From an optimization exercise on the open Yosys and OpenROAD flow, aimed at small area and few clock cycles per item; shortcuts taken in it are not production practice. Only simulation tests tie the RTL to the original design; equivalence was not proved.

## design/flow/design.v

```verilog
module gf16_scalar_prep (
    input  wire [15:0] a,
    output wire [80:0] lm
);
    wire [30:0] h;
    assign h[0] = a[0] ^ a[1] ^ a[2];
    assign h[1] = a[0] ^ a[1];
    assign h[2] = a[0];
    assign h[3] = a[15];
    assign h[4] = a[14];
    assign h[5] = a[13];
    assign h[6] = a[12];
    assign h[7] = a[11] ^ a[15];
    assign h[8] = a[10] ^ a[14];
    assign h[9] = a[9] ^ a[13];
    assign h[10] = a[8] ^ a[12];
    assign h[11] = a[7] ^ a[11] ^ a[15];
    assign h[12] = a[6] ^ a[10] ^ a[14];
    assign h[13] = a[5] ^ a[9] ^ a[13];
    assign h[14] = a[4] ^ a[8] ^ a[12];
    assign h[15] = a[3] ^ a[7] ^ a[11] ^ a[15];
    assign h[16] = h[12] ^ h[3] ^ h[1] ^ h[0];
    assign h[17] = h[13] ^ h[4] ^ h[2] ^ h[1];
    assign h[18] = h[14] ^ h[5] ^ h[3] ^ h[2];
    assign h[19] = h[15] ^ h[6] ^ h[4] ^ h[3];
    assign h[20] = h[16] ^ h[7] ^ h[5] ^ h[4];
    assign h[21] = h[17] ^ h[8] ^ h[6] ^ h[5];
    assign h[22] = h[18] ^ h[9] ^ h[7] ^ h[6];
    assign h[23] = h[19] ^ h[10] ^ h[8] ^ h[7];
    assign h[24] = h[20] ^ h[11] ^ h[9] ^ h[8];
    assign h[25] = h[21] ^ h[12] ^ h[10] ^ h[9];
    assign h[26] = h[22] ^ h[13] ^ h[11] ^ h[10];
    assign h[27] = h[23] ^ h[14] ^ h[12] ^ h[11];
    assign h[28] = h[24] ^ h[15] ^ h[13] ^ h[12];
    assign h[29] = h[25] ^ h[16] ^ h[14] ^ h[13];
    assign h[30] = h[26] ^ h[17] ^ h[15] ^ h[14];
    wire m0 = h[30] ^ h[22];
    wire m1 = h[29] ^ h[21];
    wire m2 = h[28] ^ h[20];
    wire m3 = h[27] ^ h[19];
    wire m4 = h[26] ^ h[18];
    wire m5 = h[25] ^ h[17];
    wire m6 = h[24] ^ h[16];
    wire m7 = h[23] ^ h[15];
    wire m8 = h[22] ^ h[14];
    wire m9 = h[21] ^ h[13];
    wire m10 = h[20] ^ h[12];
    wire m11 = h[19] ^ h[11];
    wire m12 = h[18] ^ h[10];
    wire m13 = h[17] ^ h[9];
    wire m14 = h[16] ^ h[8];
    wire m15 = h[14] ^ h[22];
    wire m16 = h[13] ^ h[21];
    wire m17 = h[12] ^ h[20];
    wire m18 = h[11] ^ h[19];
    wire m19 = h[10] ^ h[18];
    wire m20 = h[9] ^ h[17];
    wire m21 = h[8] ^ h[16];
    wire m22 = h[7] ^ h[15];
    wire m23 = h[6] ^ h[14];
    wire m24 = h[5] ^ h[13];
    wire m25 = h[4] ^ h[12];
    wire m26 = h[3] ^ h[11];
    wire m27 = h[2] ^ h[10];
    wire m28 = h[1] ^ h[9];
    wire m29 = h[0] ^ h[8];
    wire m30 = h[22] ^ h[18];
    wire m31 = h[21] ^ h[17];
    wire m32 = h[20] ^ h[16];
    wire m33 = h[19] ^ h[15];
    wire m34 = h[18] ^ h[14];
    wire m35 = h[17] ^ h[13];
    wire m36 = h[16] ^ h[12];
    wire m37 = h[14] ^ h[18];
    wire m38 = h[13] ^ h[17];
    wire m39 = h[12] ^ h[16];
    wire m40 = h[11] ^ h[15];
    wire m41 = h[10] ^ h[14];
    wire m42 = h[9] ^ h[13];
    wire m43 = h[8] ^ h[12];
    wire m44 = h[18] ^ h[16];
    wire m45 = h[17] ^ h[15];
    wire m46 = h[16] ^ h[14];
    wire m47 = h[14] ^ h[16];
    wire m48 = h[13] ^ h[15];
    wire m49 = h[12] ^ h[14];
    wire m50 = m30 ^ m32;
    wire m51 = m31 ^ m33;
    wire m52 = m32 ^ m34;
    wire m53 = m34 ^ m32;
    wire m54 = m35 ^ m33;
    wire m55 = m36 ^ m34;
    wire m56 = m37 ^ m39;
    wire m57 = m38 ^ m40;
    wire m58 = m39 ^ m41;
    wire m59 = m41 ^ m39;
    wire m60 = m42 ^ m40;
    wire m61 = m43 ^ m41;
    wire m62 = m0 ^ m4;
    wire m63 = m1 ^ m5;
    wire m64 = m2 ^ m6;
    wire m65 = m3 ^ m7;
    wire m66 = m4 ^ m8;
    wire m67 = m5 ^ m9;
    wire m68 = m6 ^ m10;
    wire m69 = m8 ^ m4;
    wire m70 = m9 ^ m5;
    wire m71 = m10 ^ m6;
    wire m72 = m11 ^ m7;
    wire m73 = m12 ^ m8;
    wire m74 = m13 ^ m9;
    wire m75 = m14 ^ m10;
    wire m76 = m4 ^ m6;
    wire m77 = m5 ^ m7;
    wire m78 = m6 ^ m8;
    wire m79 = m8 ^ m6;
    wire m80 = m9 ^ m7;
    wire m81 = m10 ^ m8;
    wire m82 = m62 ^ m64;
    wire m83 = m63 ^ m65;
    wire m84 = m64 ^ m66;
    wire m85 = m66 ^ m64;
    wire m86 = m67 ^ m65;
    wire m87 = m68 ^ m66;
    wire m88 = m69 ^ m71;
    wire m89 = m70 ^ m72;
    wire m90 = m71 ^ m73;
    wire m91 = m73 ^ m71;
    wire m92 = m74 ^ m72;
    wire m93 = m75 ^ m73;
    wire m94 = m15 ^ m19;
    wire m95 = m16 ^ m20;
    wire m96 = m17 ^ m21;
    wire m97 = m18 ^ m22;
    wire m98 = m19 ^ m23;
    wire m99 = m20 ^ m24;
    wire m100 = m21 ^ m25;
    wire m101 = m23 ^ m19;
    wire m102 = m24 ^ m20;
    wire m103 = m25 ^ m21;
    wire m104 = m26 ^ m22;
    wire m105 = m27 ^ m23;
    wire m106 = m28 ^ m24;
    wire m107 = m29 ^ m25;
    wire m108 = m19 ^ m21;
    wire m109 = m20 ^ m22;
    wire m110 = m21 ^ m23;
    wire m111 = m23 ^ m21;
    wire m112 = m24 ^ m22;
    wire m113 = m25 ^ m23;
    wire m114 = m94 ^ m96;
    wire m115 = m95 ^ m97;
    wire m116 = m96 ^ m98;
    wire m117 = m98 ^ m96;
    wire m118 = m99 ^ m97;
    wire m119 = m100 ^ m98;
    wire m120 = m101 ^ m103;
    wire m121 = m102 ^ m104;
    wire m122 = m103 ^ m105;
    wire m123 = m105 ^ m103;
    wire m124 = m106 ^ m104;
    wire m125 = m107 ^ m105;
    assign lm[0] = h[16];
    assign lm[1] = h[15];
    assign lm[2] = h[14];
    assign lm[3] = m44;
    assign lm[4] = m45;
    assign lm[5] = m46;
    assign lm[6] = m47;
    assign lm[7] = m48;
    assign lm[8] = m49;
    assign lm[9] = m32;
    assign lm[10] = m33;
    assign lm[11] = m34;
    assign lm[12] = m50;
    assign lm[13] = m51;
    assign lm[14] = m52;
    assign lm[15] = m53;
    assign lm[16] = m54;
    assign lm[17] = m55;
    assign lm[18] = m39;
    assign lm[19] = m40;
    assign lm[20] = m41;
    assign lm[21] = m56;
    assign lm[22] = m57;
    assign lm[23] = m58;
    assign lm[24] = m59;
    assign lm[25] = m60;
    assign lm[26] = m61;
    assign lm[27] = m6;
    assign lm[28] = m7;
    assign lm[29] = m8;
    assign lm[30] = m76;
    assign lm[31] = m77;
    assign lm[32] = m78;
    assign lm[33] = m79;
    assign lm[34] = m80;
    assign lm[35] = m81;
    assign lm[36] = m64;
    assign lm[37] = m65;
    assign lm[38] = m66;
    assign lm[39] = m82;
    assign lm[40] = m83;
    assign lm[41] = m84;
    assign lm[42] = m85;
    assign lm[43] = m86;
    assign lm[44] = m87;
    assign lm[45] = m71;
    assign lm[46] = m72;
    assign lm[47] = m73;
    assign lm[48] = m88;
    assign lm[49] = m89;
    assign lm[50] = m90;
    assign lm[51] = m91;
    assign lm[52] = m92;
    assign lm[53] = m93;
    assign lm[54] = m21;
    assign lm[55] = m22;
    assign lm[56] = m23;
    assign lm[57] = m108;
    assign lm[58] = m109;
    assign lm[59] = m110;
    assign lm[60] = m111;
    assign lm[61] = m112;
    assign lm[62] = m113;
    assign lm[63] = m96;
    assign lm[64] = m97;
    assign lm[65] = m98;
    assign lm[66] = m114;
    assign lm[67] = m115;
    assign lm[68] = m116;
    assign lm[69] = m117;
    assign lm[70] = m118;
    assign lm[71] = m119;
    assign lm[72] = m103;
    assign lm[73] = m104;
    assign lm[74] = m105;
    assign lm[75] = m120;
    assign lm[76] = m121;
    assign lm[77] = m122;
    assign lm[78] = m123;
    assign lm[79] = m124;
    assign lm[80] = m125;
endmodule
module gf2_dot2 (input wire a, input wire b, input wire c, input wire d, output wire z);
    assign z = (a & b) ^ (c & d);
endmodule
module gf2_xor2 (input wire a, input wire b, output wire z);
    assign z = a ^ b;
endmodule
module gf16_lane_mul (
    input  wire [80:0] lm,
    input  wire [15:0] s,
    output wire [15:0] p
);
    wire v0;
    gf2_xor2 u_v0 (.a(s[0]), .b(s[8]), .z(v0));
    wire v1;
    gf2_xor2 u_v1 (.a(s[1]), .b(s[9]), .z(v1));
    wire v2;
    gf2_xor2 u_v2 (.a(s[2]), .b(s[10]), .z(v2));
    wire v3;
    gf2_xor2 u_v3 (.a(s[3]), .b(s[11]), .z(v3));
    wire v4;
    gf2_xor2 u_v4 (.a(s[4]), .b(s[12]), .z(v4));
    wire v5;
    gf2_xor2 u_v5 (.a(s[5]), .b(s[13]), .z(v5));
    wire v6;
    gf2_xor2 u_v6 (.a(s[6]), .b(s[14]), .z(v6));
    wire v7;
    gf2_xor2 u_v7 (.a(s[7]), .b(s[15]), .z(v7));
    wire v8;
    gf2_xor2 u_v8 (.a(v0), .b(v4), .z(v8));
    wire v9;
    gf2_xor2 u_v9 (.a(v1), .b(v5), .z(v9));
    wire v10;
    gf2_xor2 u_v10 (.a(v2), .b(v6), .z(v10));
    wire v11;
    gf2_xor2 u_v11 (.a(v3), .b(v7), .z(v11));
    wire v12;
    gf2_xor2 u_v12 (.a(v8), .b(v10), .z(v12));
    wire v13;
    gf2_xor2 u_v13 (.a(v9), .b(v11), .z(v13));
    wire v14;
    gf2_dot2 u_v14 (.a(lm[1]), .b(v12), .c(lm[0]), .d(v13), .z(v14));
    wire v15;
    gf2_dot2 u_v15 (.a(lm[2]), .b(v12), .c(lm[1]), .d(v13), .z(v15));
    wire v16;
    gf2_dot2 u_v16 (.a(lm[4]), .b(v10), .c(lm[3]), .d(v11), .z(v16));
    wire v17;
    gf2_dot2 u_v17 (.a(lm[5]), .b(v10), .c(lm[4]), .d(v11), .z(v17));
    wire v18;
    gf2_dot2 u_v18 (.a(lm[7]), .b(v8), .c(lm[6]), .d(v9), .z(v18));
    wire v19;
    gf2_dot2 u_v19 (.a(lm[8]), .b(v8), .c(lm[7]), .d(v9), .z(v19));
    wire v20;
    gf2_xor2 u_v20 (.a(v14), .b(v16), .z(v20));
    wire v21;
    gf2_xor2 u_v21 (.a(v15), .b(v17), .z(v21));
    wire v22;
    gf2_xor2 u_v22 (.a(v14), .b(v18), .z(v22));
    wire v23;
    gf2_xor2 u_v23 (.a(v15), .b(v19), .z(v23));
    wire v24;
    gf2_xor2 u_v24 (.a(v4), .b(v6), .z(v24));
    wire v25;
    gf2_xor2 u_v25 (.a(v5), .b(v7), .z(v25));
    wire v26;
    gf2_dot2 u_v26 (.a(lm[10]), .b(v24), .c(lm[9]), .d(v25), .z(v26));
    wire v27;
    gf2_dot2 u_v27 (.a(lm[11]), .b(v24), .c(lm[10]), .d(v25), .z(v27));
    wire v28;
    gf2_dot2 u_v28 (.a(lm[13]), .b(v6), .c(lm[12]), .d(v7), .z(v28));
    wire v29;
    gf2_dot2 u_v29 (.a(lm[14]), .b(v6), .c(lm[13]), .d(v7), .z(v29));
    wire v30;
    gf2_dot2 u_v30 (.a(lm[16]), .b(v4), .c(lm[15]), .d(v5), .z(v30));
    wire v31;
    gf2_dot2 u_v31 (.a(lm[17]), .b(v4), .c(lm[16]), .d(v5), .z(v31));
    wire v32;
    gf2_xor2 u_v32 (.a(v26), .b(v28), .z(v32));
    wire v33;
    gf2_xor2 u_v33 (.a(v27), .b(v29), .z(v33));
    wire v34;
    gf2_xor2 u_v34 (.a(v26), .b(v30), .z(v34));
    wire v35;
    gf2_xor2 u_v35 (.a(v27), .b(v31), .z(v35));
    wire v36;
    gf2_xor2 u_v36 (.a(v0), .b(v2), .z(v36));
    wire v37;
    gf2_xor2 u_v37 (.a(v1), .b(v3), .z(v37));
    wire v38;
    gf2_dot2 u_v38 (.a(lm[19]), .b(v36), .c(lm[18]), .d(v37), .z(v38));
    wire v39;
    gf2_dot2 u_v39 (.a(lm[20]), .b(v36), .c(lm[19]), .d(v37), .z(v39));
    wire v40;
    gf2_dot2 u_v40 (.a(lm[22]), .b(v2), .c(lm[21]), .d(v3), .z(v40));
    wire v41;
    gf2_dot2 u_v41 (.a(lm[23]), .b(v2), .c(lm[22]), .d(v3), .z(v41));
    wire v42;
    gf2_dot2 u_v42 (.a(lm[25]), .b(v0), .c(lm[24]), .d(v1), .z(v42));
    wire v43;
    gf2_dot2 u_v43 (.a(lm[26]), .b(v0), .c(lm[25]), .d(v1), .z(v43));
    wire v44;
    gf2_xor2 u_v44 (.a(v38), .b(v40), .z(v44));
    wire v45;
    gf2_xor2 u_v45 (.a(v39), .b(v41), .z(v45));
    wire v46;
    gf2_xor2 u_v46 (.a(v38), .b(v42), .z(v46));
    wire v47;
    gf2_xor2 u_v47 (.a(v39), .b(v43), .z(v47));
    wire v48;
    gf2_xor2 u_v48 (.a(v20), .b(v32), .z(v48));
    wire v49;
    gf2_xor2 u_v49 (.a(v21), .b(v33), .z(v49));
    wire v50;
    gf2_xor2 u_v50 (.a(v22), .b(v34), .z(v50));
    wire v51;
    gf2_xor2 u_v51 (.a(v23), .b(v35), .z(v51));
    wire v52;
    gf2_xor2 u_v52 (.a(v20), .b(v44), .z(v52));
    wire v53;
    gf2_xor2 u_v53 (.a(v21), .b(v45), .z(v53));
    wire v54;
    gf2_xor2 u_v54 (.a(v22), .b(v46), .z(v54));
    wire v55;
    gf2_xor2 u_v55 (.a(v23), .b(v47), .z(v55));
    wire v56;
    gf2_xor2 u_v56 (.a(s[8]), .b(s[12]), .z(v56));
    wire v57;
    gf2_xor2 u_v57 (.a(s[9]), .b(s[13]), .z(v57));
    wire v58;
    gf2_xor2 u_v58 (.a(s[10]), .b(s[14]), .z(v58));
    wire v59;
    gf2_xor2 u_v59 (.a(s[11]), .b(s[15]), .z(v59));
    wire v60;
    gf2_xor2 u_v60 (.a(v56), .b(v58), .z(v60));
    wire v61;
    gf2_xor2 u_v61 (.a(v57), .b(v59), .z(v61));
    wire v62;
    gf2_dot2 u_v62 (.a(lm[28]), .b(v60), .c(lm[27]), .d(v61), .z(v62));
    wire v63;
    gf2_dot2 u_v63 (.a(lm[29]), .b(v60), .c(lm[28]), .d(v61), .z(v63));
    wire v64;
    gf2_dot2 u_v64 (.a(lm[31]), .b(v58), .c(lm[30]), .d(v59), .z(v64));
    wire v65;
    gf2_dot2 u_v65 (.a(lm[32]), .b(v58), .c(lm[31]), .d(v59), .z(v65));
    wire v66;
    gf2_dot2 u_v66 (.a(lm[34]), .b(v56), .c(lm[33]), .d(v57), .z(v66));
    wire v67;
    gf2_dot2 u_v67 (.a(lm[35]), .b(v56), .c(lm[34]), .d(v57), .z(v67));
    wire v68;
    gf2_xor2 u_v68 (.a(v62), .b(v64), .z(v68));
    wire v69;
    gf2_xor2 u_v69 (.a(v63), .b(v65), .z(v69));
    wire v70;
    gf2_xor2 u_v70 (.a(v62), .b(v66), .z(v70));
    wire v71;
    gf2_xor2 u_v71 (.a(v63), .b(v67), .z(v71));
    wire v72;
    gf2_xor2 u_v72 (.a(s[12]), .b(s[14]), .z(v72));
    wire v73;
    gf2_xor2 u_v73 (.a(s[13]), .b(s[15]), .z(v73));
    wire v74;
    gf2_dot2 u_v74 (.a(lm[37]), .b(v72), .c(lm[36]), .d(v73), .z(v74));
    wire v75;
    gf2_dot2 u_v75 (.a(lm[38]), .b(v72), .c(lm[37]), .d(v73), .z(v75));
    wire v76;
    gf2_dot2 u_v76 (.a(lm[40]), .b(s[14]), .c(lm[39]), .d(s[15]), .z(v76));
    wire v77;
    gf2_dot2 u_v77 (.a(lm[41]), .b(s[14]), .c(lm[40]), .d(s[15]), .z(v77));
    wire v78;
    gf2_dot2 u_v78 (.a(lm[43]), .b(s[12]), .c(lm[42]), .d(s[13]), .z(v78));
    wire v79;
    gf2_dot2 u_v79 (.a(lm[44]), .b(s[12]), .c(lm[43]), .d(s[13]), .z(v79));
    wire v80;
    gf2_xor2 u_v80 (.a(v74), .b(v76), .z(v80));
    wire v81;
    gf2_xor2 u_v81 (.a(v75), .b(v77), .z(v81));
    wire v82;
    gf2_xor2 u_v82 (.a(v74), .b(v78), .z(v82));
    wire v83;
    gf2_xor2 u_v83 (.a(v75), .b(v79), .z(v83));
    wire v84;
    gf2_xor2 u_v84 (.a(s[8]), .b(s[10]), .z(v84));
    wire v85;
    gf2_xor2 u_v85 (.a(s[9]), .b(s[11]), .z(v85));
    wire v86;
    gf2_dot2 u_v86 (.a(lm[46]), .b(v84), .c(lm[45]), .d(v85), .z(v86));
    wire v87;
    gf2_dot2 u_v87 (.a(lm[47]), .b(v84), .c(lm[46]), .d(v85), .z(v87));
    wire v88;
    gf2_dot2 u_v88 (.a(lm[49]), .b(s[10]), .c(lm[48]), .d(s[11]), .z(v88));
    wire v89;
    gf2_dot2 u_v89 (.a(lm[50]), .b(s[10]), .c(lm[49]), .d(s[11]), .z(v89));
    wire v90;
    gf2_dot2 u_v90 (.a(lm[52]), .b(s[8]), .c(lm[51]), .d(s[9]), .z(v90));
    wire v91;
    gf2_dot2 u_v91 (.a(lm[53]), .b(s[8]), .c(lm[52]), .d(s[9]), .z(v91));
    wire v92;
    gf2_xor2 u_v92 (.a(v86), .b(v88), .z(v92));
    wire v93;
    gf2_xor2 u_v93 (.a(v87), .b(v89), .z(v93));
    wire v94;
    gf2_xor2 u_v94 (.a(v86), .b(v90), .z(v94));
    wire v95;
    gf2_xor2 u_v95 (.a(v87), .b(v91), .z(v95));
    wire v96;
    gf2_xor2 u_v96 (.a(v68), .b(v80), .z(v96));
    wire v97;
    gf2_xor2 u_v97 (.a(v69), .b(v81), .z(v97));
    wire v98;
    gf2_xor2 u_v98 (.a(v70), .b(v82), .z(v98));
    wire v99;
    gf2_xor2 u_v99 (.a(v71), .b(v83), .z(v99));
    wire v100;
    gf2_xor2 u_v100 (.a(v68), .b(v92), .z(v100));
    wire v101;
    gf2_xor2 u_v101 (.a(v69), .b(v93), .z(v101));
    wire v102;
    gf2_xor2 u_v102 (.a(v70), .b(v94), .z(v102));
    wire v103;
    gf2_xor2 u_v103 (.a(v71), .b(v95), .z(v103));
    wire v104;
    gf2_xor2 u_v104 (.a(s[0]), .b(s[4]), .z(v104));
    wire v105;
    gf2_xor2 u_v105 (.a(s[1]), .b(s[5]), .z(v105));
    wire v106;
    gf2_xor2 u_v106 (.a(s[2]), .b(s[6]), .z(v106));
    wire v107;
    gf2_xor2 u_v107 (.a(s[3]), .b(s[7]), .z(v107));
    wire v108;
    gf2_xor2 u_v108 (.a(v104), .b(v106), .z(v108));
    wire v109;
    gf2_xor2 u_v109 (.a(v105), .b(v107), .z(v109));
    wire v110;
    gf2_dot2 u_v110 (.a(lm[55]), .b(v108), .c(lm[54]), .d(v109), .z(v110));
    wire v111;
    gf2_dot2 u_v111 (.a(lm[56]), .b(v108), .c(lm[55]), .d(v109), .z(v111));
    wire v112;
    gf2_dot2 u_v112 (.a(lm[58]), .b(v106), .c(lm[57]), .d(v107), .z(v112));
    wire v113;
    gf2_dot2 u_v113 (.a(lm[59]), .b(v106), .c(lm[58]), .d(v107), .z(v113));
    wire v114;
    gf2_dot2 u_v114 (.a(lm[61]), .b(v104), .c(lm[60]), .d(v105), .z(v114));
    wire v115;
    gf2_dot2 u_v115 (.a(lm[62]), .b(v104), .c(lm[61]), .d(v105), .z(v115));
    wire v116;
    gf2_xor2 u_v116 (.a(v110), .b(v112), .z(v116));
    wire v117;
    gf2_xor2 u_v117 (.a(v111), .b(v113), .z(v117));
    wire v118;
    gf2_xor2 u_v118 (.a(v110), .b(v114), .z(v118));
    wire v119;
    gf2_xor2 u_v119 (.a(v111), .b(v115), .z(v119));
    wire v120;
    gf2_xor2 u_v120 (.a(s[4]), .b(s[6]), .z(v120));
    wire v121;
    gf2_xor2 u_v121 (.a(s[5]), .b(s[7]), .z(v121));
    wire v122;
    gf2_dot2 u_v122 (.a(lm[64]), .b(v120), .c(lm[63]), .d(v121), .z(v122));
    wire v123;
    gf2_dot2 u_v123 (.a(lm[65]), .b(v120), .c(lm[64]), .d(v121), .z(v123));
    wire v124;
    gf2_dot2 u_v124 (.a(lm[67]), .b(s[6]), .c(lm[66]), .d(s[7]), .z(v124));
    wire v125;
    gf2_dot2 u_v125 (.a(lm[68]), .b(s[6]), .c(lm[67]), .d(s[7]), .z(v125));
    wire v126;
    gf2_dot2 u_v126 (.a(lm[70]), .b(s[4]), .c(lm[69]), .d(s[5]), .z(v126));
    wire v127;
    gf2_dot2 u_v127 (.a(lm[71]), .b(s[4]), .c(lm[70]), .d(s[5]), .z(v127));
    wire v128;
    gf2_xor2 u_v128 (.a(v122), .b(v124), .z(v128));
    wire v129;
    gf2_xor2 u_v129 (.a(v123), .b(v125), .z(v129));
    wire v130;
    gf2_xor2 u_v130 (.a(v122), .b(v126), .z(v130));
    wire v131;
    gf2_xor2 u_v131 (.a(v123), .b(v127), .z(v131));
    wire v132;
    gf2_xor2 u_v132 (.a(s[0]), .b(s[2]), .z(v132));
    wire v133;
    gf2_xor2 u_v133 (.a(s[1]), .b(s[3]), .z(v133));
    wire v134;
    gf2_dot2 u_v134 (.a(lm[73]), .b(v132), .c(lm[72]), .d(v133), .z(v134));
    wire v135;
    gf2_dot2 u_v135 (.a(lm[74]), .b(v132), .c(lm[73]), .d(v133), .z(v135));
    wire v136;
    gf2_dot2 u_v136 (.a(lm[76]), .b(s[2]), .c(lm[75]), .d(s[3]), .z(v136));
    wire v137;
    gf2_dot2 u_v137 (.a(lm[77]), .b(s[2]), .c(lm[76]), .d(s[3]), .z(v137));
    wire v138;
    gf2_dot2 u_v138 (.a(lm[79]), .b(s[0]), .c(lm[78]), .d(s[1]), .z(v138));
    wire v139;
    gf2_dot2 u_v139 (.a(lm[80]), .b(s[0]), .c(lm[79]), .d(s[1]), .z(v139));
    wire v140;
    gf2_xor2 u_v140 (.a(v134), .b(v136), .z(v140));
    wire v141;
    gf2_xor2 u_v141 (.a(v135), .b(v137), .z(v141));
    wire v142;
    gf2_xor2 u_v142 (.a(v134), .b(v138), .z(v142));
    wire v143;
    gf2_xor2 u_v143 (.a(v135), .b(v139), .z(v143));
    wire v144;
    gf2_xor2 u_v144 (.a(v116), .b(v128), .z(v144));
    wire v145;
    gf2_xor2 u_v145 (.a(v117), .b(v129), .z(v145));
    wire v146;
    gf2_xor2 u_v146 (.a(v118), .b(v130), .z(v146));
    wire v147;
    gf2_xor2 u_v147 (.a(v119), .b(v131), .z(v147));
    wire v148;
    gf2_xor2 u_v148 (.a(v116), .b(v140), .z(v148));
    wire v149;
    gf2_xor2 u_v149 (.a(v117), .b(v141), .z(v149));
    wire v150;
    gf2_xor2 u_v150 (.a(v118), .b(v142), .z(v150));
    wire v151;
    gf2_xor2 u_v151 (.a(v119), .b(v143), .z(v151));
    wire v152;
    gf2_xor2 u_v152 (.a(v48), .b(v96), .z(v152));
    wire v153;
    gf2_xor2 u_v153 (.a(v49), .b(v97), .z(v153));
    wire v154;
    gf2_xor2 u_v154 (.a(v50), .b(v98), .z(v154));
    wire v155;
    gf2_xor2 u_v155 (.a(v51), .b(v99), .z(v155));
    wire v156;
    gf2_xor2 u_v156 (.a(v52), .b(v100), .z(v156));
    wire v157;
    gf2_xor2 u_v157 (.a(v53), .b(v101), .z(v157));
    wire v158;
    gf2_xor2 u_v158 (.a(v54), .b(v102), .z(v158));
    wire v159;
    gf2_xor2 u_v159 (.a(v55), .b(v103), .z(v159));
    wire v160;
    gf2_xor2 u_v160 (.a(v48), .b(v144), .z(v160));
    wire v161;
    gf2_xor2 u_v161 (.a(v49), .b(v145), .z(v161));
    wire v162;
    gf2_xor2 u_v162 (.a(v50), .b(v146), .z(v162));
    wire v163;
    gf2_xor2 u_v163 (.a(v51), .b(v147), .z(v163));
    wire v164;
    gf2_xor2 u_v164 (.a(v52), .b(v148), .z(v164));
    wire v165;
    gf2_xor2 u_v165 (.a(v53), .b(v149), .z(v165));
    wire v166;
    gf2_xor2 u_v166 (.a(v54), .b(v150), .z(v166));
    wire v167;
    gf2_xor2 u_v167 (.a(v55), .b(v151), .z(v167));
    assign p[0] = v165;
    wire v168;
    gf2_xor2 u_v168 (.a(v166), .b(v165), .z(v168));
    assign p[1] = v168;
    wire v169;
    gf2_xor2 u_v169 (.a(v167), .b(v166), .z(v169));
    assign p[2] = v169;
    wire v170;
    gf2_xor2 u_v170 (.a(v156), .b(v152), .z(v170));
    assign p[3] = v170;
    wire v171;
    gf2_xor2 u_v171 (.a(v157), .b(v153), .z(v171));
    assign p[4] = v171;
    wire v172;
    gf2_xor2 u_v172 (.a(v158), .b(v154), .z(v172));
    assign p[5] = v172;
    wire v173;
    gf2_xor2 u_v173 (.a(v159), .b(v155), .z(v173));
    assign p[6] = v173;
    wire v174;
    gf2_xor2 u_v174 (.a(v160), .b(v156), .z(v174));
    assign p[7] = v174;
    wire v175;
    gf2_xor2 u_v175 (.a(v161), .b(v157), .z(v175));
    assign p[8] = v175;
    wire v176;
    gf2_xor2 u_v176 (.a(v162), .b(v158), .z(v176));
    assign p[9] = v176;
    wire v177;
    gf2_xor2 u_v177 (.a(v163), .b(v159), .z(v177));
    assign p[10] = v177;
    wire v178;
    gf2_xor2 u_v178 (.a(v164), .b(v160), .z(v178));
    assign p[11] = v178;
    assign p[12] = v161;
    assign p[13] = v162;
    assign p[14] = v163;
    assign p[15] = v164;
endmodule
module gf16_affine_chunk #(
    parameter        LANES = 32,
    parameter [16:0] POLY  = 17'h1100B
) (
    input  wire                  clk,
    input  wire                  rst,
    input  wire                  in_valid,
    output wire                  in_ready,
    input  wire [15:0]           in_scalar,
    input  wire                  in_acc,
    input  wire [LANES-1:0]      in_mask,
    input  wire [16*LANES-1:0]   in_src,
    input  wire [16*LANES-1:0]   in_dst,
    output wire                  out_valid,
    input  wire                  out_ready,
    output wire [16*LANES-1:0]   out_data,
    output wire [LANES-1:0]      out_mask
);
    wire [80:0] lm;
    gf16_scalar_prep u_prep (.a(in_scalar), .lm(lm));
    wire [16*LANES-1:0] lane_res;
    genvar g;
    generate
        for (g = 0; g < LANES; g = g + 1) begin : lane
            wire [15:0] p;
            gf16_lane_mul u_mul (
                .lm (lm),
                .s  (in_src[16*g +: 16]),
                .p  (p)
            );
            assign lane_res[16*g +: 16] = p ^ (in_dst[16*g +: 16] & {16{in_acc}});
        end
    endgenerate
    reg                 out_valid_q;
    reg [16*LANES-1:0]  out_data_q;
    reg [LANES-1:0]     out_mask_q;
    assign in_ready = !out_valid_q || out_ready;
    always @(posedge clk) begin
        if (rst) begin
            out_valid_q <= 1'b0;
        end else if (in_valid && in_ready) begin
            out_valid_q <= 1'b1;
        end else if (out_ready) begin
            out_valid_q <= 1'b0;
        end
    end
    always @(posedge clk) begin
        if (in_ready) begin
            out_data_q <= lane_res;
            out_mask_q <= in_mask;
        end
    end
    assign out_valid = out_valid_q;
    assign out_data  = out_data_q;
    assign out_mask  = out_mask_q;
endmodule
```

## design/flow/flow/run.sh

```bash
#!/bin/bash
# The standard layout, with each port buffered by the smallest buffer cell
# (sky130_fd_sc_hd__buf_1) instead of the one buffer_ports picks by itself.
set -euo pipefail
export BUFFER_PORTS_ARGS="-buffer_cell sky130_fd_sc_hd__buf_1"
bash standard.sh > standard.log 2>&1
```

## design/flow/standard.sh

```bash
#!/bin/bash
# synth_recipe.tcl (not shown) runs the flow's synth.tcl, then flattens the netlist and writes it again
# the make line also repeats each setting of config.mk as NAME=value (left out here)
make -C /OpenROAD-flow-scripts/flow DESIGN_CONFIG=/design/flow/config.mk WORK_HOME=/design/flow/orfs CLKGATE_MAP_FILE= SYNTH_SCRIPT=/design/flow/synth_recipe.tcl "${@:-finish}"
```

## design/flow/config.mk

```make
export PLATFORM = sky130hd
export DESIGN_NAME = gf16_affine_chunk
export DESIGN_NICKNAME = gf16_affine_chunk
export VERILOG_FILES = /design/flow/design.v
export SDC_FILE = /design/flow/constraint.sdc
export NUM_CORES = 4
export LEC_CHECK = 0
export CAP_MARGIN = 20
export CORE_MARGIN = 2
export CORE_UTILIZATION = 60
export GPL_TIMING_DRIVEN = 0
export SLEW_MARGIN = 20
export SYNTH_HIERARCHICAL = 1
```

## design/flow/constraint.sdc

```tcl
create_clock -name core_clock -period 5.0 [get_ports {clk}]
set_input_delay 1.0000 -clock core_clock [delete_from_list [all_inputs] [get_ports {clk}]]
set_output_delay 1.0000 -clock core_clock [all_outputs]
set_load 0.01 [all_outputs]
```

==> results of run 1 <==
==> Yosys stat by module, one instance, submodules excluded <==
| module | times used | cells inside | flops+latches | area [um2] |
|---|---|---|---|---|
| gf16_affine_chunk | 1 | 1629 | 545 | 23400 |
| gf16_scalar_prep | 1 | 212 | 0 | 1830 |
| gf2_dot2 | 1728 | 3 | 0 | 16.3 |
| gf16_lane_mul | 32 | 16 | 0 | 120 |
| gf2_xor2 | 4000 | 1 | 0 | 8.76 |
==> logic make-up after synthesis <==
logic type | after synthesis | synth area share (%)
xor+xnor | 6349 | 60.5
flops | 545 | 17.7
compound gates | 1 | 0.00542
simple gates | 3969 | 16.2
buf+inv | 673 | 5.63
==> cells in the mapped netlist (3+ instances only) <==
| library cell | count | share of area, % |
|---|---|---|
| xor2_1 | 5760 | 55 |
| nand2_1 | 3968 | 16 |
| buf_4 | 592 | 4.8 |
| xnor2_1 | 578 | 5.5 |
| edfxtp_1 | 544 | 18 |
| buf_6 | 52 | 0.63 |
| buf_2 | 11 | 0.060 |
| inv_1 | 10 | 0.041 |
| clkbuf_1 | 4 | 0.016 |
| clkbuf_8 | 4 | 0.060 |
| xnor3_1 | 3 | 0.073 |
| xor2_4 | 3 | 0.090 |
==> impl_metrics.toml, run 1 <==
[floorplanning]
start_util_pct = 60.6
die_x_um = 396
fp.dieH_um = 396
core.rowCount = 143

[synthesis]
synth_edf_count = 544
yosys_warnings = 7
syn_inst = 11500
syn_area_per_cell_um2 = 7.99
ys_ff_latch = 545
yosysSeqAreaShare_pct = 17.7
yosysUniqueCellTypes = 20
synthesis.area_um2 = 92200
synth_fp_nets = 12600
synthFlopType = "edfxtp_1"
async_flop_share_pct = 0

[status]
error_line = "[ERROR PPL-0024] Number of IO pins (1623) exceeds maximum number of available positions (1432). Increase the die perimeter from 1584.20um to 2207.28um."
lastStage = "3_2_place_iop"
status = "stopped before the end"
Testbench counts, summed over its fixed seeds: cycles 11,972, beats 11,964.
==> run 2: changes to the inputs <==
--- a/design/flow/config.mk
+++ b/design/flow/config.mk
@@ -6,8 +6,8 @@
 export NUM_CORES = 4
 export LEC_CHECK = 0
 export CAP_MARGIN = 20
-export CORE_MARGIN = 2
-export CORE_UTILIZATION = 60
+export CORE_AREA = 5 5 645 260
+export DIE_AREA = 0 0 650 265
 export GPL_TIMING_DRIVEN = 0
 export SLEW_MARGIN = 20
 export SYNTH_HIERARCHICAL = 1
==> run 2 against run 1 <==
Against the previous run: the layout now fails its checks (setup timing); area after synthesis unchanged; synthesized cell count unchanged.
==> impl_metrics.toml, run 2 <==
[status]
status = "finished with violations"
so_faults = "setup timing"

[synthesis]
yosysUniqueCellTypes = 20
synthMuxAreaShare_pct = 0
synth_top_family_by_area = "XOR/XNOR gates"
yosys_warnings = 7
synthFlopType = "edfxtp_1"
synth_compound_area_share_pct = 0.00543
synth.largest_area_cell = "xor2_1"
syn_inst = 11500
synth_edf_count = 544
synthSimpleGateAreaFrac_pct = 16.2
synth_xor_area_share_pct = 60.5
synthesis.area_um2 = 92200
synth_top_area_share_pct = 54.7
syn_area_per_cell_um2 = 7.99
synth.area.top_cells = "xor2_1 (55%), edfxtp_1 (18%), nand2_1 (16%)"
synth_fa_ha_area_share_pct = 0
yosysMostFrequentCell = "xor2_1"
ys_top_cells_by_count = "xor2_1 (5,760), nand2_1 (3,968), buf_4 (592)"
async_flop_share_pct = 0
yosysSeqAreaShare_pct = 17.7
synth_fp_nets = 12600
ys_ff_latch = 545

[setup_path]
critPathBufInv = 3
critPathSlowestCell = "buf_4"
crit_chain = "buf_1 -> xor2_2 -> xor3_4 -> xor2_4 -> buf_4 -> nand2_1 -> xor2_1 -> xor2_1 -> xor2_1 -> xor2_1 -> xor2_1 -> buf_4 -> xnor2_1"
crit_family = "XOR/XNOR gates"
crit_top_cell = "xor2_1"
path_class = "in -> reg"
max_stage_delay_ns = 0.77
startpoint_type = "primary input"
worstSetupEndpointType = "register"
arrival_ns = 5.59
required_ns = 5.40
critPathMaxFanout = 32

[finish]
top_regs = "out_data_q x512, out_mask_q x32, out_valid_q x1"
layout.cells.non_filler = 15600
multiInputGateArea_um2 = 70900
register_area_um2 = 16400
fin_nets = 14300
largest-register = "out_data_q"
final_cell_mix = "xor2_1 (5,758), nand2_1 (3,968), buf_1 (1,607)"
syn_to_final_growth_pct = 12.6
final_common_cell = "xor2_1"
largest_register_ffs = 512
drive_gt1_share_pct = 5.90
fillCellCount = 15000

[sta]
whs_ns = 0.439
maxSlewViolCount = 0
finalCriticalPeriod_ns = 5.19
relSlewSlack_pct = 7.72
max_clock_freq_mhz = 193
worst_clock_skew_ns = 0.0677
setup_viol = 15
layout_setup_ws_ns = -0.187
finalCritPeriodShare_pct = 104
worst_pin_slew_ns = 1.38
finalHoldViolCount = 0
setup_tns_ns = -0.782

[clock_tree]
insertion_delay_ns = 0.75
cts_buffers = 52
postCtsSetupRepairBufs = 0
htree_levels = 2
path_clk_slew_ns = 0.08
numClockSinks = 545
cts_tree = "done"
cts-root-buf = "clkbuf_16"
cts_buffer_depth = 3

[detailed_routing]
antenna_left = 0
wl_per_cell_um = 27.2
drc = 0
vias = 87500
routed_wl_um = 424000
first_iter_violations = 12800
viasPerCell = 5.62
first_pass_iters = 12

[placement]
place_congestion = 1.01
portBuffers = 1607
dp.cells = 15300
pre_cts_slack_ns = -1.34
dp_hpwl_um = 286000

[floorplanning]
fp.dieH_um = 265
ios = 1623
core.rowCount = 93
start_util_pct = 57.0
dieArea_um2 = 172000
coreArea_um2 = 162000
die_x_um = 650

[global_route]
antenna_found_initial = 142
grt_max_degree = 65
grt_overflow = 0
grt.total_usage_pct = 46.2
grt_pass1_vias = 81200
grt_pass1_wl_um = 577000

[min_path]
hold_path.class = "in -> reg"

[job]
maxCapViolCount = 0
run 2: through the flow:
step,utilization [%],instance area (um2)
floorplan,-,92200
global placement,62.4,101000
detailed placement,62.8,102000
CTS,63.9,103000
global route,64.1,104000
finish,64.2,104000
run 2: timing repair:
item,CTS,global route
resized for setup,19,25
gates cloned,0,0
endpoints found under the setup margin,17,29
hold buffers,0,0
hold endpoints to repair,0,0
run 2: path summary, 6_finish.rpt:
path / start / endpoint / slack [ns] / depth (start not counted)
worst max register to register: out_valid_q / out_data_q[85] / 1.95 / 6
worst max-delay path: in_scalar[6] / out_data_q[72] / -0.19 / 13
worst min register to register: out_valid_q / out_valid_q / 1.10 / 2
worst min-delay path: in_mask[21] / out_mask_q[21] / 0.44 / 1
run 2: metal layers:
metal	wire length, um	GRT usage [%]	vias to the layer above
met5	162	0	-
met4	27200	27.6	24
met3	55500	14.2	1571
met2	182000	69.4	6542
met1	159000	58.4	41200
li1	-	-	38200
run 2: cell type report:
class / instances / share of cell area [%]
well taps: 2185 / 2.63
plain buffers: 663 / 5.13
flip-flops and latches: 545 / 15.7
clock inverters: 31 / 0.287
multi-input cells: 10300 / 68.2
inverters: 10 / 0.0361
diodes: 127 / 0.306
clock buffers: 64 / 1.34
repair buffers: 1627 / 6.33
run 2: modules after synthesis, one instance, submodules excluded:
module	times used	area, um2	flops+latches
gf16_scalar_prep	1	1830	0
gf2_dot2	1728	16.3	0
gf16_lane_mul	32	120	0
gf2_xor2	4000	8.76	0
gf16_affine_chunk	1	23400	545
run 2: kinds of logic (layout without fill, tap and decap cells):
| family | Yosys count | in the layout |
|---|---|---|
| buffers and inverters | 673 | 2395 |
| AO/OA/AOI/OAI | 1 | 1 |
| XOR/XNOR | 6349 | 6349 |
| flip-flops | 545 | 545 |
| other | 0 | 127 |
| AND/OR/NAND/NOR | 3969 | 3969 |
==> run 3: changes to the inputs <==
--- a/design/flow/config.mk
+++ b/design/flow/config.mk
@@ -9,5 +9,6 @@
 export CORE_AREA = 5 5 645 260
 export DIE_AREA = 0 0 650 265
 export GPL_TIMING_DRIVEN = 0
+export SETUP_SLACK_MARGIN = 0.4
 export SLEW_MARGIN = 20
 export SYNTH_HIERARCHICAL = 1
==> run 3 against run 2 <==
Against the previous run: now clean on timing, DRC and antenna; core utilization increased by 0.20 points; critical endpoint is now out_data_q[472]; final cell count unchanged; non-clock buffer count grew 12; clock-buffer cell count shrank 3; first-iteration DRC count decreased by 4.5%; clock skew is 0.0065 ns lower; setup slack gained 0.49 ns; wire length about the same; critical path type unchanged.
==> impl_metrics.toml, run 3 <==
[setup_path]
critPathSlowestCell = "xor3_4"
path_class = "in -> reg"
arrival_ns = 5.13
max_stage_delay_ns = 0.64
required_ns = 5.43
critPathMaxFanout = 32
worstSetupEndpointType = "register"
crit_top_cell = "xor2_1"
crit_chain = "buf_2 -> xor2_2 -> xor3_4 -> xor2_4 -> clkbuf_8 -> nand2_1 -> xor2_1 -> xor2_1 -> xor2_1 -> xor2_1 -> xor2_1 -> buf_4 -> xnor2_1"
critPathBufInv = 3
startpoint_type = "primary input"
crit_family = "XOR/XNOR gates"

[detailed_routing]
antenna_left = 0
wl_per_cell_um = 27.2
routed_wl_um = 423000
first_iter_violations = 12200
vias = 87200
drc = 0
viasPerCell = 5.60
first_pass_iters = 6

[sta]
finalHoldViolCount = 0
relSlewSlack_pct = 12.5
max_clock_freq_mhz = 213
worst_clock_skew_ns = 0.0612
setup_viol = 0
finalCriticalPeriod_ns = 4.70
maxSlewViolCount = 0
finalCritPeriodShare_pct = 94.0
worst_pin_slew_ns = 1.31
whs_ns = 0.473
grt_setup_unrepaired = "true"

[finish]
layout.cells.non_filler = 15600
largest_register_ffs = 512
fin_nets = 14300
top_regs = "out_data_q x512, out_mask_q x32, out_valid_q x1"
final_common_cell = "xor2_1"
fin_util_pct = 64.4
syn_to_final_growth_pct = 13.0
final_cell_mix = "xor2_1 (5,732), nand2_1 (3,968), buf_1 (1,605)"
largest-register = "out_data_q"
drive_gt1_share_pct = 6.09

[global_route]
grt_overflow = 0
antenna_found_initial = 128
grt-busiest-layer = "met2"
met2_usage_pct = 69.1
grt_max_degree = 65
grt_pass1_vias = 80900
grtUsageMet3_pct = 12.4
grtUsageMet1_pct = 58.2
grt_pass1_wl_um = 574000
grt.total_usage_pct = 45.8

[synthesis]
syn_inst = 11500
syn_area_per_cell_um2 = 7.99
synth_fp_nets = 12600
synth.largest_area_cell = "xor2_1"
synthFlopType = "edfxtp_1"
synth.area.top_cells = "xor2_1 (55%), edfxtp_1 (18%), nand2_1 (16%)"
synth_edf_count = 544
ys_top_cells_by_count = "xor2_1 (5,760), nand2_1 (3,968), buf_4 (592)"
async_flop_share_pct = 0
yosysMostFrequentCell = "xor2_1"
synthesis.area_um2 = 92200
ys_ff_latch = 545
yosysUniqueCellTypes = 20
yosysSeqAreaShare_pct = 17.7
synth_top_area_share_pct = 54.7
yosys_warnings = 7

[placement]
dp.cells = 15300
place_congestion = 1.00
portBuffers = 1607
dp_hpwl_um = 280000

[job]
maxCapViolCount = 0

[floorplanning]
core.rowCount = 93
die_x_um = 650
fp.dieH_um = 265
ios = 1623
dieArea_um2 = 172000
start_util_pct = 57.0
coreArea_um2 = 162000

[min_path]
hold_path.class = "in -> reg"

[clock_tree]
insertion_delay_ns = 0.73
path_clk_slew_ns = 0.07
cts_buffers = 50
htree_levels = 2
cts-root-buf = "clkbuf_16"
postCtsHoldBufs = 0
cts_buffer_depth = 3
numClockSinks = 545
cts_tree = "done"

[status]
status = "finished clean"
-- run 3: cell families after synthesis --
logic type | share of synthesized area, %
XOR/XNOR | 60.5
buffers and inverters | 5.63
AO/OA/AOI/OAI | 0.00542
flip-flops | 17.7
AND/OR/NAND/NOR | 16.2
-- run 3: stage by stage --
step	worst slack (ns)	setup TNS [ns]	instance area, um2
6_report	0.298	0	104000
2_1_floorplan	-0.740	-154.52	92300
3_3_place_gp	-3.16	-2222.21	101000
5_1_grt	0.251	0	104000
3_5_place_dp	-1.06	-142.58	102000
4_1_cts	0.310	0	103000
-- run 3: layout make-up --
cell class | count | area (um2)
Clock buffer | 61 | 1310
Clock inverter | 25 | 233
Multi-Input combinational cell | 10300 | 71000
Sequential cell | 545 | 16400
Antenna cell | 124 | 310
Tap cell | 2185 | 2730
Timing Repair Buffer | 1639 | 6690
Buffer | 663 | 5500
Inverter | 10 | 37.5
Fill cell | 14900 | 57600
-- run 3: worst paths after layout --
check                startpoint               to  slack [ns]  cells past startpoint
hold / removal      in_mask[23]   out_mask_q[23]        0.47                      1
hold reg to reg     out_valid_q      out_valid_q        0.81                      2
setup reg to reg    out_valid_q  out_data_q[410]        2.30                      6
setup / recovery  in_scalar[10]  out_data_q[472]        0.30                     13
-- run 3: repair_timing --
action	CTS	global route
endpoints found under the hold margin	0	0
pin swaps	0	5
resized for setup	40	80
setup endpoints to repair	188	178
cloned	0	4
buffers inserted	0	7
-- run 3: worst register-to-register path, delay by kind of cell (launching register included) --
kind,cells,cell delay [ns]
simple gates,1,0.30
buf+inv,5,1.69
flops,1,0.34
-- run 3: Yosys stat by module, one instance, submodules excluded --
module             cell area (um2)  times used  cells inside  flops+latches
gf2_dot2                      16.3        1728             3              0
gf16_affine_chunk            23400           1          1629            545
gf2_xor2                      8.76        4000             1              0
gf16_scalar_prep              1830           1           212              0
gf16_lane_mul                  120          32            16              0
-- run 3: layer usage --
| layer | wire length [um] | part of all wire [%] | vias to the layer above |
|---|---|---|---|
| li1 | - | - | 38200 |
| met1 | 159000 | 38 | 40800 |
| met2 | 182000 | 43 | 6573 |
| met3 | 53100 | 13 | 1642 |
| met4 | 28900 | 6.8 | 35 |
| met5 | 322 | 0.076 | - |
==> run 4: changes to the inputs <==
--- a/design/flow/design.v
+++ b/design/flow/design.v
@@ -646,15 +646,16 @@
     output wire [16*LANES-1:0]   out_data,
     output wire [LANES-1:0]      out_mask
 );
-    wire [80:0] lm;
-    gf16_scalar_prep u_prep (.a(in_scalar), .lm(lm));
+    wire [80:0] lm_lo, lm_hi;
+    gf16_scalar_prep u_prep_lo (.a(in_scalar), .lm(lm_lo));
+    gf16_scalar_prep u_prep_hi (.a(in_scalar), .lm(lm_hi));
     wire [16*LANES-1:0] lane_res;
     genvar g;
     generate
         for (g = 0; g < LANES; g = g + 1) begin : lane
             wire [15:0] p;
             gf16_lane_mul u_mul (
-                .lm (lm),
+                .lm (g < LANES/2 ? lm_lo : lm_hi),
                 .s  (in_src[16*g +: 16]),
                 .p  (p)
             );
==> run 4 against run 3 <==
Against the previous run: still clean; die area is the same; critical path depth increased by 1; non-clock buffer count grew 85; register-to-register slack got worse by 0.10 ns; clock skew shrank 0.024 ns; synthesized cell count grew 1.8%.
==> impl_metrics.toml, run 4 <==
[status]
status = "finished clean"

[setup_path]
path_class = "in -> reg"
startpoint_type = "primary input"
arrival_ns = 5.03
required_ns = 5.43
critPathMaxFanout = 32
worstSetupEndpointType = "register"

[sta]
grt_setup_unrepaired = "false"
worst_pin_slew_ns = 0.875
finalHoldViolCount = 0
whs_ns = 0.449
relSlewSlack_pct = 41.6
setup_viol = 0
maxSlewViolCount = 0
max_clock_freq_mhz = 217
finalCriticalPeriod_ns = 4.60
finalCritPeriodShare_pct = 92.1
worst_clock_skew_ns = 0.0367

[global_route]
grt.total_usage_pct = 44.4
antenna_found_initial = 112
grt_pass1_wl_um = 560000
grt_max_degree = 56
grt_overflow = 0
grt_pass1_vias = 80700

[clock_tree]
path_clk_slew_ns = 0.07
cts_buffers = 52
cts-root-buf = "clkbuf_16"
numClockSinks = 545
postCtsHoldBufs = 0
cts_tree = "done"
cts_buffer_depth = 3
htree_levels = 2
insertion_delay_ns = 0.73

[job]
maxCapViolCount = 0

[placement]
dp_hpwl_um = 284000
placed_area_um2 = 103000
place_congestion = 1.01
dp.cells = 15600
portBuffers = 1607

[synthesis]
synth.area.top_cells = "xor2_1 (54%), edfxtp_1 (17%), nand2_1 (16%)"
synth_edf_count = 544
yosysSeqAreaShare_pct = 17.4
yosys_warnings = 7
async_flop_share_pct = 0
yosysMostFrequentCell = "xor2_1"
synth.largest_area_cell = "xor2_1"
syn_area_per_cell_um2 = 8.00
yosysUniqueCellTypes = 20
synth_fp_nets = 12800
ys_top_cells_by_count = "xor2_1 (5,792), nand2_1 (3,968), buf_4 (672)"
ys_ff_latch = 545
synthFlopType = "edfxtp_1"
synth_top_area_share_pct = 53.9
syn_inst = 11700
synthesis.area_um2 = 94100

[finish]
largest_register_ffs = 512
largest-register = "out_data_q"
design_area_um2 = 105000
layout.cells.non_filler = 15800
fin_util_pct = 65.1
drive_gt1_share_pct = 6.50
syn_to_final_growth_pct = 12.1
final_cell_mix = "xor2_1 (5,787), nand2_1 (3,968), buf_1 (1,605)"
final_common_cell = "xor2_1"
top_regs = "out_data_q x512, out_mask_q x32, out_valid_q x1"
fin_nets = 14500

[detailed_routing]
antenna_left = 0
first_pass_iters = 8
routed_wl_um = 406000
viasPerCell = 5.46
drc = 0
first_iter_violations = 11500
wl_per_cell_um = 25.8
vias = 86100

[floorplanning]
dieArea_um2 = 172000
start_util_pct = 58.1
fp.dieH_um = 265
die_x_um = 650
coreArea_um2 = 162000
ios = 1623
core.rowCount = 93

[min_path]
hold_path.class = "in -> reg"
## run 4: cell types whose count changed after synthesis, moves of 3 or more
cell	before	now
xnor3_1	3	6
clkbuf_1	4	8
buf_4	592	672
xor2_1	5760	5792
buf_2	11	19
xnor2_1	578	644
inv_1	10	19
xor2_4	3	6
## run 4: cell families (layout without fill, tap and decap cells)
logic type / after synthesis / after routing / synth area share [%]
flip-flops: 545 / 545 / 17.4
XOR/XNOR: 6458 / 6458 / 60.5
other: 0 / 108 / 0
AND/OR/NAND/NOR: 3969 / 3971 / 15.8
AO/OA/AOI/OAI: 1 / 1 / 0.00532
buffers and inverters: 776 / 2504 / 6.28
## run 4: cell type report
class	instances	area (um2)
antenna	108	270
buffer	757	5860
clock buffer	65	1370
clock inverter	33	352
fill	14800	56500
inverter	19	71.3
multi-input combinational	10400	71900
sequential	545	16400
tap	2185	2730
timing repair buffer	1630	6480
## run 4: metrics by stage
step | setup TNS (ns) | worst slack [ns]
floorplan | -154.52 | -0.740
global placement | -1887.98 | -3.20
detailed placement | -143.52 | -0.826
CTS | 0 | 0.458
global route | 0 | 0.439
finish | 0 | 0.397
## run 4: worst paths after layout
check	start	endpoint	slack [ns]	depth (start not counted)
worst min register to register	out_valid_q	out_data_q[74]	0.93	1
worst min-delay path	rst	out_valid_q	0.45	2
worst max-delay path	in_scalar[14]	out_data_q[501]	0.40	14
worst max register to register	out_valid_q	out_data_q[495]	2.20	7
## run 4: metal layers
layer | track usage (%) | up-vias | share of wire (%)
met3 | 12.7 | 1333 | 12
li1 | - | 38700 | -
met5 | 0.296 | - | 0.062
met4 | 29.0 | 28 | 7.2
met1 | 55.7 | 40400 | 38
met2 | 66.8 | 5644 | 43
## run 4: modules after synthesis, one instance, submodules excluded
module,cells,cell area [um2]
gf16_scalar_prep,212,1830
gf16_lane_mul,16,120
gf16_affine_chunk,1629,23400
gf2_dot2,3,16.3
gf2_xor2,1,8.76
## run 4: timing repair
| action | 4_1_cts | 5_1_grt |
|---|---|---|
| pin swaps | 0 | 0 |
| endpoints found under the setup margin | 175 | 19 |
| gates resized for setup | 9 | 7 |
| setup buffers | 1 | 5 |
| cloned | 2 | 1 |
## run 4: worst max-delay path, stage by stage
cell     delay, ns
buf_2         0.29
xor2_2        0.39
xnor2_1       0.23
xnor2_1       0.46
xnor2_1       0.21
buf_6         0.48
nand2_1       0.13
xor2_1        0.18
xor2_1        0.27
xor2_1        0.24
xor2_1        0.27
xor2_1        0.10
buf_4         0.14
xnor2_1       0.57
Testbench counts of run 4, summed over its fixed seeds: cycles 11,972, beats 11,964.
==> run 5: changes to the inputs <==
--- a/design/flow/design.v
+++ b/design/flow/design.v
@@ -575,58 +575,26 @@
     gf2_xor2 u_v159 (.a(v55), .b(v103), .z(v159));
     wire v160;
     gf2_xor2 u_v160 (.a(v48), .b(v144), .z(v160));
-    wire v161;
-    gf2_xor2 u_v161 (.a(v49), .b(v145), .z(v161));
-    wire v162;
-    gf2_xor2 u_v162 (.a(v50), .b(v146), .z(v162));
-    wire v163;
-    gf2_xor2 u_v163 (.a(v51), .b(v147), .z(v163));
-    wire v164;
-    gf2_xor2 u_v164 (.a(v52), .b(v148), .z(v164));
-    wire v165;
-    gf2_xor2 u_v165 (.a(v53), .b(v149), .z(v165));
+    gf2_xor2 u_v161 (.a(v49), .b(v145), .z(p[12]));
+    gf2_xor2 u_v162 (.a(v50), .b(v146), .z(p[13]));
+    gf2_xor2 u_v163 (.a(v51), .b(v147), .z(p[14]));
+    gf2_xor2 u_v164 (.a(v52), .b(v148), .z(p[15]));
+    gf2_xor2 u_v165 (.a(v53), .b(v149), .z(p[0]));
     wire v166;
     gf2_xor2 u_v166 (.a(v54), .b(v150), .z(v166));
     wire v167;
     gf2_xor2 u_v167 (.a(v55), .b(v151), .z(v167));
-    assign p[0] = v165;
-    wire v168;
-    gf2_xor2 u_v168 (.a(v166), .b(v165), .z(v168));
-    assign p[1] = v168;
-    wire v169;
-    gf2_xor2 u_v169 (.a(v167), .b(v166), .z(v169));
-    assign p[2] = v169;
-    wire v170;
-    gf2_xor2 u_v170 (.a(v156), .b(v152), .z(v170));
-    assign p[3] = v170;
-    wire v171;
-    gf2_xor2 u_v171 (.a(v157), .b(v153), .z(v171));
-    assign p[4] = v171;
-    wire v172;
-    gf2_xor2 u_v172 (.a(v158), .b(v154), .z(v172));
-    assign p[5] = v172;
-    wire v173;
-    gf2_xor2 u_v173 (.a(v159), .b(v155), .z(v173));
-    assign p[6] = v173;
-    wire v174;
-    gf2_xor2 u_v174 (.a(v160), .b(v156), .z(v174));
-    assign p[7] = v174;
-    wire v175;
-    gf2_xor2 u_v175 (.a(v161), .b(v157), .z(v175));
-    assign p[8] = v175;
-    wire v176;
-    gf2_xor2 u_v176 (.a(v162), .b(v158), .z(v176));
-    assign p[9] = v176;
-    wire v177;
-    gf2_xor2 u_v177 (.a(v163), .b(v159), .z(v177));
-    assign p[10] = v177;
-    wire v178;
-    gf2_xor2 u_v178 (.a(v164), .b(v160), .z(v178));
-    assign p[11] = v178;
-    assign p[12] = v161;
-    assign p[13] = v162;
-    assign p[14] = v163;
-    assign p[15] = v164;
+    gf2_xor2 u_v168 (.a(v166), .b(p[0]), .z(p[1]));
+    gf2_xor2 u_v169 (.a(v167), .b(v166), .z(p[2]));
+    gf2_xor2 u_v170 (.a(v156), .b(v152), .z(p[3]));
+    gf2_xor2 u_v171 (.a(v157), .b(v153), .z(p[4]));
+    gf2_xor2 u_v172 (.a(v158), .b(v154), .z(p[5]));
+    gf2_xor2 u_v173 (.a(v159), .b(v155), .z(p[6]));
+    gf2_xor2 u_v174 (.a(v160), .b(v156), .z(p[7]));
+    gf2_xor2 u_v175 (.a(p[12]), .b(v157), .z(p[8]));
+    gf2_xor2 u_v176 (.a(p[13]), .b(v158), .z(p[9]));
+    gf2_xor2 u_v177 (.a(p[14]), .b(v159), .z(p[10]));
+    gf2_xor2 u_v178 (.a(p[15]), .b(v160), .z(p[11]));
 endmodule
 module gf16_affine_chunk #(
     parameter        LANES = 32,
==> run 5 against run 4 <==
Against the previous run: now fails the layout checks on antenna rules; setup slack got worse by 0.11 ns; first-iteration DRC count is 6.8% higher; worst hold slack improved by 0.0065 ns; via count shrank 1.5%; highest routed layer unchanged.
==> impl_metrics.toml, run 5 <==
[detailed_routing]
wl_per_cell_um = 26.9
wl_met3_um = 49300
first_iter_violations = 12300
drc = 0
met1_length_um = 158000
viasPerCell = 5.56
routed_wl_um = 411000
antenna_left = 1
vias = 84800
dr_wl_met2_um = 176000
routed.top_layer = "met5"
first_pass_iters = 8

[floorplanning]
die_x_um = 650
start_util_pct = 55.7
core.rowCount = 93
dieArea_um2 = 172000
fp.dieH_um = 265
ios = 1623
coreArea_um2 = 162000

[sta]
worst_clock_skew_ns = 0.0393
finalCriticalPeriod_ns = 4.71
maxSlewViolCount = 0
grt_setup_unrepaired = "false"
finalCritPeriodShare_pct = 94.2
worst_pin_slew_ns = 0.836
max_clock_freq_mhz = 212
setup_viol = 0
finalHoldViolCount = 0
relSlewSlack_pct = 43.9

[placement]
dp.cells = 15000
placed_area_um2 = 99400
dp_hpwl_um = 287000
portBuffers = 1607
place_congestion = 0.978

[synthesis]
ys_ff_latch = 545
yosysUniqueCellTypes = 20
async_flop_share_pct = 0
synth.area.top_cells = "xor2_1 (56%), edfxtp_1 (18%), nand2_1 (17%)"
synthesis.area_um2 = 90200
yosysSeqAreaShare_pct = 18.1
synth.largest_area_cell = "xor2_1"
syn_area_per_cell_um2 = 8.03
syn_inst = 11200
synth_fp_nets = 12300
synth_top_area_share_pct = 56.2
yosysMostFrequentCell = "xor2_1"
yosys_warnings = 7
synthFlopType = "edfxtp_1"
synth_edf_count = 544
ys_top_cells_by_count = "xor2_1 (5,792), nand2_1 (3,968), xnor2_1 (644)"

[finish]
final_common_cell = "xor2_1"
drive_gt1_share_pct = 2.86
largest_register_ffs = 512
layout.cells.non_filler = 15300
fin_nets = 14000
syn_to_final_growth_pct = 12.6
top_regs = "out_data_q x512, out_mask_q x32, out_valid_q x1"
largest-register = "out_data_q"
final_cell_mix = "xor2_1 (5,780), nand2_1 (3,968), buf_1 (1,605)"
design_area_um2 = 102000

[clock_tree]
cts_tree = "done"
numClockSinks = 545
htree_levels = 2
cts_buffer_depth = 3
path_clk_slew_ns = 0.07
insertion_delay_ns = 0.73
cts-root-buf = "clkbuf_16"
cts_buffers = 52

[status]
so_faults = "antenna rules"
status = "finished with violations"

[setup_path]
crit_family = "XOR/XNOR gates"
startpoint_type = "primary input"
critPathBufInv = 2
critPathMaxFanout = 16
ff2ff_setup_slack_ns = 2.08
arrival_ns = 5.14
required_ns = 5.43
worstSetupEndpointType = "register"
critPathSlowestCell = "xor3_4"
max_stage_delay_ns = 0.60
crit_top_cell = "xor2_1"
crit_chain = "buf_2 -> xor2_2 -> xor3_4 -> xor2_4 -> buf_4 -> nand2_1 -> xor2_1 -> xor2_1 -> xor2_1 -> xor2_1 -> xor2_1 -> xnor2_1"
r2r-end = "out_data_q[313]"
r2r_cells = 6
path_class = "in -> reg"
worst_r2r_startpoint = "out_valid_q"

[global_route]
antenna_found_initial = 101
grt_max_degree = 57
grt_overflow = 0
grt_pass1_vias = 79600
grt_pass1_wl_um = 562000
grt.total_usage_pct = 44.9

[min_path]
hold_path.class = "in -> reg"
worstHoldPathCells = 1
worstHoldStart = "in_mask[29]"
worstHoldEndpoint = "out_mask_q[29]"

[job]
maxCapViolCount = 0
==> run 5: changes by cell type after synthesis, sizes merged <==
cell	before	now
buf	745	233
==> run 5: metal layers <==
layer | vias to the layer above | track usage, %
li1 | 37700 | -
met1 | 40000 | 58.2
met2 | 5789 | 68.0
met3 | 1312 | 11.3
met4 | 12 | 25.9
met5 | - | 0
==> run 5: worst max path at each step <==
stage / start / endpoint / slack, ns / depth (start not counted)
6_report: in_scalar[6] / out_data_q[18] / 0.29 / 12
5_1_grt: in_scalar[6] / out_data_q[18] / 0.38 / 12
4_1_cts: in_scalar[6] / out_data_q[501] / 0.46 / 12
3_5_place_dp: in_scalar[6] / out_data_q[249] / -0.94 / 12
3_3_place_gp: out_ready / in_ready / -3.00 / 3
2_1_floorplan: out_ready / in_ready / -0.74 / 1
==> run 5: final cells by class <==
cell class / count / area [um2]
Multi-Input combinational cell: 10400 / 71900
Inverter: 19 / 71.3
Clock inverter: 35 / 304
Timing Repair Buffer: 1628 / 6450
Sequential cell: 545 / 16400
Clock buffer: 63 / 1380
Buffer: 245 / 2020
Tap cell: 2185 / 2730
Fill cell: 15000 / 60300
Antenna cell: 111 / 278
==> run 5: modules after synthesis (local to each module, per instance), excerpt <==
module,flops+latches,cells inside,area [um2]
gf16_affine_chunk,545,1629,23400
gf16_scalar_prep,0,212,1830
gf2_dot2,0,3,16.3
gf2_xor2,0,1,8.76
==> run 5: cells by family (layout without fill, tap and decap cells) <==
family	after synthesis	after routing	synth area share, %
and+or+nand+nor	3969	3969	16.5
DFF	545	545	18.1
AOI/OAI and AO/OA	1	1	0.00554
xor gates and xnor gates	6458	6458	63.1
other	0	111	0
buffers and inverters	264	1990	2.28
==> run 5: stage by stage <==
| stage | utilization, % | worst slack [ns] | hold slack (ns) | TNS, ns |
|---|---|---|---|---|
| floorplan | - | -0.740 | 1.07 | -154.52 |
| global placement | 61.2 | -3.00 | 1.15 | -1953.82 |
| detailed placement | 61.4 | -0.938 | 1.03 | -157.92 |
| CTS | 62.5 | 0.456 | 0.411 | 0 |
| global route | 62.7 | 0.378 | 0.425 | 0 |
| finish | 62.7 | 0.291 | 0.456 | 0 |
==> run 5: repair_timing <==
| item | 4_1_cts | 5_1_grt |
|---|---|---|
| pin swaps | 1 | 0 |
| resized for setup | 11 | 13 |
| buffers inserted | 1 | 3 |
| cloned | 0 | 0 |
| hold buffers | 0 | 0 |
| endpoints found under the setup margin | 240 | 33 |
Testbench counts of run 5, summed over its fixed seeds: cycles 11,972, beats 11,964.

==> separate check: timing with driven ports <==
In the flow no input, the clock included, has a driving cell. The finished layouts below were timed again as built, in two steps. Step 1: set_driving_cell puts a clkbuf_16 on clk and a buf_2 on each other input, an assumption about the parent block. Step 2 also shifts input and output timing later by t, the mid clock arrival at the registers, as if the neighbouring blocks saw the same clock. Three values: no drivers, after step 1, after step 2; two values: the first two.
run	t, ns	setup WS [ns]	latest minus earliest clock arrival (ns)
run 2	0.819	-0.187 / -0.171 / -0.990	0.075 / 0.075
run 3	0.805	0.298 / 0.295 / -0.510	0.065 / 0.064
run 4	0.808	0.397 / 0.359 / -0.450	0.049 / 0.049
run 5	0.796	0.291 / 0.230 / -0.566	0.051 / 0.051
The setup slack of run 5, which loses most, moves by -0.061 ns with the drivers and by -0.857 ns with both steps.
